Background: an optimization exercise with open tools, aiming at small area, a short achievable clock period and few clock cycles. Do not read the settings as production practice. RTL that was checked went through simulation tests only; none was proved equivalent to the original.

## lz4crc
module lz4crc (
    input  wire        clk,
    input  wire        rst,             
    input  wire        cmd_valid,
    output wire        cmd_ready,
    input  wire [7:0]  cmd_op,
    input  wire [31:0] cmd_src,
    input  wire [31:0] cmd_len,
    input  wire [31:0] cmd_dst,
    input  wire [31:0] cmd_cap,
    output reg         done,
    output reg  [7:0]  status,
    output reg  [31:0] result,
    output wire        mem_req,
    output wire        mem_we,
    output wire [29:0] mem_addr,
    output wire [3:0]  mem_wstrb,
    output wire [31:0] mem_wdata,
    input  wire        mem_gnt,
    input  wire        mem_rvalid,
    input  wire [31:0] mem_rdata
);
Settings: LEC_CHECK=0, CAP_MARGIN=20, CORE_MARGIN=2, CORE_UTILIZATION=40, SETUP_SLACK_MARGIN=2.0, SLEW_MARGIN=20; clock period 8.0 ns.
run.sh (not shown) runs the stock make flow with config.mk's settings and CLKGATE_MAP_FILE= SYNTH_SCRIPT=/design/flow/synth_recipe.tcl, a recipe that flattens the netlist after the stock synthesis.
The first run went through all stages and came out clean.
==> next run, changes <==
--- a/flow/design.v
+++ b/flow/design.v
@@ -542,22 +542,26 @@
     assign mem_wstrb = wr_rdy ? (lanes_n << wl) : 4'b0000;
     assign mem_wdata = xw;
     assign cmd_ready = (state == S_IDLE);
     wire wr_go = wr_rdy && mem_gnt;
     wire rd_go = rd_rdy && mem_gnt;
     wire       cons   = hdr_rdy || (wr_go && !use_per);
     wire [2:0] ncons  = nhdr_c;
     wire [2:0] posn   = {1'b0, pos} + ncons;
     wire       xdrop  = (state == S_MCOPY) && !acc_nz && pf && (pos != 2'd0);
     wire       shift  = (cons && !fits3(pos, ncons)) || xdrop;
     wire       load   = mem_rvalid && (disc == 3'd0);
+    wire       fwd    = wr_go && msrc && !per && !pf && (dh == 4'd0) && (wl == 2'd0) &&
+                        (ncopy == 3'd4) && (outs == 2'd0) && a_more && (nv_s != 2'd3);
+    wire       wld    = load || fwd;
+    wire [31:0] wdat  = fwd ? xw : mem_rdata;
     wire       drop   = mem_rvalid && (disc != 3'd0);
     wire [1:0] nv_s   = nval - {1'b0, shift};
     wire [1:0] outs_n = outs + {1'b0, rd_go} - {1'b0, load};
     wire [2:0] disc_d = disc - {2'b0, drop};
     wire [2:0] disc_n = disc_d + {1'b0, outs_n};
     wire [7:0] hb = y[7:0];    
     wire        chk      = (state == S_CHECK);
     wire        mchk     = (state == S_MCHK);
     wire [15:0] offv     = st_off ? y[15:0] : offset;
     wire        mchk2    = mchk || st_off;
     wire [31:0] sas_a    = mchk2 ? wp : sa;
@@ -595,43 +599,43 @@
             disc   <= 3'd0;
             msrc   <= 1'b0;
             per    <= 1'b0;
             pf     <= 1'b0;
         end else begin
             done <= 1'b0;
             if (cons) pos <= posn[1:0];
             if (shift) begin
                 w0 <= w1;
                 w1 <= w2;
             end
-            if (load) begin
-                if ((nval == 2'd0) || (nval == 2'd1 && shift)) w0 <= mem_rdata;
-                if ((nval == 2'd1 && !shift) || (nval == 2'd2 && shift)) w1 <= mem_rdata;
-                if ((nval == 2'd2 && !shift) || (nval == 2'd3 && shift)) w2 <= mem_rdata;
+            if (wld) begin
+                if ((nval == 2'd0) || (nval == 2'd1 && shift)) w0 <= wdat;
+                if ((nval == 2'd1 && !shift) || (nval == 2'd2 && shift)) w1 <= wdat;
+                if ((nval == 2'd2 && !shift) || (nval == 2'd3 && shift)) w2 <= wdat;
             end
-            nval <= nv_s + {1'b0, load};
+            nval <= nv_s + {1'b0, wld};
             outs <= outs_n;
             disc <= disc_d;
-            if (rd_go) rq <= addr_inc;
+            if (rd_go || fwd) rq <= addr_inc;
             if (rd_go && pf) sf <= sf + 2'd1;
             if (rd_go && msrc) begin
                 mw <= mw - 2'd1;
                 dh <= dh - 4'd1;
             end
             if (wr_go) begin
                 wp  <= {wp_c ? addr_inc : wp[31:2], wl_n[1:0]};
                 acc  <= acc_sum;
                 az   <= acc_lo8 && (acc[2:0] <= room);
                 alt4 <= acc_lo8 && !acc_d3[2];
                 ahi  <= (acc[32:5] != 28'd0) || (acc[4] && (acc[3:0] >= {1'b0, ncopy}));
-                if (({1'b0, wl} + ncopy) == 3'd4 && dh != 4'd15) dh <= dh + 4'd1;
+                if (({1'b0, wl} + ncopy) == 3'd4 && dh != 4'd15 && !fwd) dh <= dh + 4'd1;
                 if (use_per)
                     case (off3)
                         3'd1: ph <= 2'd0;
                         3'd2: ph <= {1'b0, ph[0] ^ ncopy[0]};
                         3'd3: ph <= (({1'b0, ph} + ncopy) >= 3'd6) ? ({1'b0, ph} + ncopy - 3'd6) :
                                     (({1'b0, ph} + ncopy) >= 3'd3) ? ({1'b0, ph} + ncopy - 3'd3) :
                                     ({1'b0, ph} + ncopy);
                         default: ph <= ph + ncopy[1:0];
                     endcase
             end
             if (cons && state != S_MCOPY)
@@ -692,54 +696,46 @@
                             c_left <= cla[31:0];
                             opos   <= opa[31:0];
                             if (tok_gt_s)      finish(ST_SRC_OVERRUN, 32'd0);
                             else if (tok_gt_c) finish(ST_DST_OVERRUN, 32'd0);
                             else               state <= S_LIT;
                         end
                     end
                 end
                 S_LEXT, S_MEXT: begin
                     if (!s_nz) finish(ST_SRC_OVERRUN, 32'd0);
                     else if (hdr_rdy) begin
-                        acc <= {acc[32] | acc_sum[32], acc_sum[31:0]};    
+                        set_acc({acc[32] | acc_sum[32], acc_sum[31:0]});
                         if (hb != 8'hFF) state <= (state == S_LEXT) ? S_LCHK : S_MCHK;
                     end
                 end
                 S_LCHK: begin
-                    az   <= (acc == 33'd0);
-                    alt4 <= (acc[32:2] == 31'd0);
-                    ahi  <= (acc[32:4] != 29'd0);
                     c_left <= cla[31:0];
                     opos   <= opa[31:0];
                     if (acc_gt_s)      finish(ST_SRC_OVERRUN, 32'd0);
                     else if (acc_gt_c) finish(ST_DST_OVERRUN, 32'd0);
                     else               state <= S_LIT;
                 end
                 S_LIT: begin
                     if (!acc_nz) begin
                         if (!s_nz)      finish(ST_OK, opos);
                         else if (s_one) finish(ST_SRC_OVERRUN, 32'd0);
                         else if (hdr_rdy) begin
                             offset <= y[15:0];
                             set_acc({29'd0, mnib} + 33'd4);
                             if (mnib == 4'hF) state <= S_MEXT;
                             else              match_start;
                         end
                     end
                 end
-                S_MCHK: begin
-                    az   <= 1'b0;                    
-                    alt4 <= 1'b0;
-                    ahi  <= (acc[32:4] != 29'd0);
-                    match_start;
-                end
+                S_MCHK: match_start;
                 S_MCOPY: begin
                     if (!acc_nz && pf) begin
                         pos   <= spos;
                         msrc  <= 1'b0;
                         pf    <= 1'b0;
                         state <= S_TOK;
                     end else if (acc_nz && !per && !pf && !a_more) begin
                         pf   <= 1'b1;
                         rq   <= sas[31:2];
                         spos <= sas[1:0];
                         sf   <= 2'd0;
Effect:
- The changed run went through all stages and came out clean
- wire length drops by about 2.2%
- count of clock-buffer cells in the layout climbs by 7
- setup slack got worse by 0.19 ns
- cell area climbs by about 0.4%
- first-iteration DRC count climbs by about 3%
- synthesized area stays flat
- via count is about the same
- core utilization climbs by 0.19 points
- flip-flop and latch count does not change
- die area barely changes
Testbench counts after the change, summed over its fixed seeds: cycles 72,177.
Only the layout flow was run in the first run of this note; the RTL was not checked for function there.

========
## v6
lz4crc, a different RTL version from the one above (not shown whole).
Size: ~5,000 cells after synthesis, ~420 flip-flops.
Settings: LEC_CHECK=0, CAP_MARGIN=20, CORE_MARGIN=2, CORE_UTILIZATION=40, SETUP_SLACK_MARGIN=2.25, SLEW_MARGIN=20; clock period 8.0 ns.
Testbench counts of v6, summed over its fixed seeds: cycles 77,454.
diff inputs: v6 => v7
--- a/flow/design.v
+++ b/flow/design.v
@@ -543,20 +543,24 @@
     assign mem_wdata = xw;
     assign cmd_ready = (state == S_IDLE);
     wire wr_go = wr_rdy && mem_gnt;
     wire rd_go = rd_rdy && mem_gnt;
     wire       cons   = hdr_rdy || (wr_go && !use_per);
     wire [2:0] ncons  = nhdr_c;
     wire [2:0] posn   = {1'b0, pos} + ncons;
     wire       xdrop  = (state == S_MCOPY) && !acc_nz && pf && (pos != 2'd0);
     wire       shift  = (cons && !fits3(pos, ncons)) || xdrop;
     wire       load   = mem_rvalid && (disc == 3'd0);
+    wire       fwd    = wr_go && msrc && !per && !pf && (dh == 4'd0) && (wl == 2'd0) &&
+                        (ncopy == 3'd4) && (outs == 2'd0) && a_more && (nv_s != 2'd3);
+    wire       wld    = load || fwd;
+    wire [31:0] wdat  = fwd ? xw : mem_rdata;
     wire       drop   = mem_rvalid && (disc != 3'd0);
     wire [1:0] nv_s   = nval - {1'b0, shift};
     wire [1:0] outs_n = outs + {1'b0, rd_go} - {1'b0, load};
     wire [2:0] disc_d = disc - {2'b0, drop};
     wire [2:0] disc_n = disc_d + {1'b0, outs_n};
     wire [7:0] hb = y[7:0];    
     wire        chk      = (state == S_CHECK);
     wire        mchk     = (state == S_MCHK);
     wire [15:0] offv     = st_off ? y[15:0] : offset;
     wire        mchk2    = mchk || st_off;
@@ -596,41 +600,41 @@
             msrc   <= 1'b0;
             per    <= 1'b0;
             pf     <= 1'b0;
         end else begin
             done <= 1'b0;
             if (cons) pos <= posn[1:0];
             if (shift) begin
                 w0 <= w1;
                 w1 <= w2;
             end
-            if (load) begin
-                if ((nval == 2'd0) || (nval == 2'd1 && shift)) w0 <= mem_rdata;
-                if ((nval == 2'd1 && !shift) || (nval == 2'd2 && shift)) w1 <= mem_rdata;
-                if ((nval == 2'd2 && !shift) || (nval == 2'd3 && shift)) w2 <= mem_rdata;
+            if (wld) begin
+                if ((nval == 2'd0) || (nval == 2'd1 && shift)) w0 <= wdat;
+                if ((nval == 2'd1 && !shift) || (nval == 2'd2 && shift)) w1 <= wdat;
+                if ((nval == 2'd2 && !shift) || (nval == 2'd3 && shift)) w2 <= wdat;
             end
-            nval <= nv_s + {1'b0, load};
+            nval <= nv_s + {1'b0, wld};
             outs <= outs_n;
             disc <= disc_d;
-            if (rd_go) rq <= addr_inc;
+            if (rd_go || fwd) rq <= addr_inc;
             if (rd_go && pf) sf <= sf + 2'd1;
             if (rd_go && msrc) begin
                 mw <= mw - 2'd1;
                 dh <= dh - 4'd1;
             end
             if (wr_go) begin
                 wp  <= {wp_c ? addr_inc : wp[31:2], wl_n[1:0]};
                 acc  <= acc_sum;
                 az   <= acc_lo8 && (acc[2:0] <= room);
                 alt4 <= acc_lo8 && !acc_d3[2];
                 ahi  <= (acc[32:5] != 28'd0) || (acc[4] && (acc[3:0] >= {1'b0, ncopy}));
-                if (({1'b0, wl} + ncopy) == 3'd4 && dh != 4'd15) dh <= dh + 4'd1;
+                if (({1'b0, wl} + ncopy) == 3'd4 && dh != 4'd15 && !fwd) dh <= dh + 4'd1;
                 if (use_per)
                     case (off3)
                         3'd1: ph <= 2'd0;
                         3'd2: ph <= {1'b0, ph[0] ^ ncopy[0]};
                         3'd3: ph <= (({1'b0, ph} + ncopy) >= 3'd6) ? ({1'b0, ph} + ncopy - 3'd6) :
                                     (({1'b0, ph} + ncopy) >= 3'd3) ? ({1'b0, ph} + ncopy - 3'd3) :
                                     ({1'b0, ph} + ncopy);
                         default: ph <= ph + ncopy[1:0];
                     endcase
             end
@@ -693,44 +697,52 @@
                             opos   <= opa[31:0];
                             if (tok_gt_s)      finish(ST_SRC_OVERRUN, 32'd0);
                             else if (tok_gt_c) finish(ST_DST_OVERRUN, 32'd0);
                             else               state <= S_LIT;
                         end
                     end
                 end
                 S_LEXT, S_MEXT: begin
                     if (!s_nz) finish(ST_SRC_OVERRUN, 32'd0);
                     else if (hdr_rdy) begin
-                        set_acc({acc[32] | acc_sum[32], acc_sum[31:0]});
+                        acc <= {acc[32] | acc_sum[32], acc_sum[31:0]};    
                         if (hb != 8'hFF) state <= (state == S_LEXT) ? S_LCHK : S_MCHK;
                     end
                 end
                 S_LCHK: begin
+                    az   <= (acc == 33'd0);
+                    alt4 <= (acc[32:2] == 31'd0);
+                    ahi  <= (acc[32:4] != 29'd0);
                     c_left <= cla[31:0];
                     opos   <= opa[31:0];
                     if (acc_gt_s)      finish(ST_SRC_OVERRUN, 32'd0);
                     else if (acc_gt_c) finish(ST_DST_OVERRUN, 32'd0);
                     else               state <= S_LIT;
                 end
                 S_LIT: begin
                     if (!acc_nz) begin
                         if (!s_nz)      finish(ST_OK, opos);
                         else if (s_one) finish(ST_SRC_OVERRUN, 32'd0);
                         else if (hdr_rdy) begin
                             offset <= y[15:0];
                             set_acc({29'd0, mnib} + 33'd4);
                             if (mnib == 4'hF) state <= S_MEXT;
                             else              match_start;
                         end
                     end
                 end
-                S_MCHK: match_start;
+                S_MCHK: begin
+                    az   <= 1'b0;                    
+                    alt4 <= 1'b0;
+                    ahi  <= (acc[32:4] != 29'd0);
+                    match_start;
+                end
                 S_MCOPY: begin
                     if (!acc_nz && pf) begin
                         pos   <= spos;
                         msrc  <= 1'b0;
                         pf    <= 1'b0;
                         state <= S_TOK;
                     end else if (acc_nz && !per && !pf && !a_more) begin
                         pf   <= 1'b1;
                         rq   <= sas[31:2];
                         spos <= sas[1:0];
## What came out
- Run comparison: v6 slowest cell on the critical path mux4_2; v7 slowest cell on the critical path edfxtp_1
- v7 improves on v6 in fmax.
- Lower measured slew at the worst slew-check pin among v6 and v7: v6
- Compared to v6, v7 has final wirelength 2.3% higher.
- There was hardly any difference in clock-pin transition on the worst setup and hold timing paths between v7 and v6.
- In the metrics for v6 and v7, the one carrying the lower count of unique library cells instantiated by Yosys is v6.
- Data arrival time of the critical path: v7 lower than v6
Testbench counts of v7, summed over its fixed seeds: cycles 72,177.

==> static timing again, ports no longer ideal <==
Ports are ideal in the flow. The routed layouts listed here were re-timed in OpenROAD.
Step 1 sets driving cells, clkbuf_16 on the clock port and buf_2 on the other inputs (assumed; they add their load-dependent delay and slew).
Step 2 times the ports against the registers' clock, not the clock port: input delays grow and output delays shrink by t, the midpoint of the rising clock arrivals with the driver on.
Three values: ideal, step 1, step 2; two values: the first two.
run	shift t [ns]	slack for setup (ns)	worst setup path at the end	worst register clock-pin slew, ns	worst slew at a driven data input, ns
the first run of note 1	0.742	2.030 / 1.959 / 2.081	register to register	0.07 / 0.07	0.08
the second run of note 1	0.736	1.840 / 1.840 / 1.840	register to register	0.07 / 0.07	0.07
v6	0.743	2.227 / 2.227 / 2.227	register to register	0.07 / 0.07	0.06
v7	0.758	2.314 / 2.238 / 2.377	register to register	0.07 / 0.07	0.07
After both steps setup and hold are still met in every run listed.
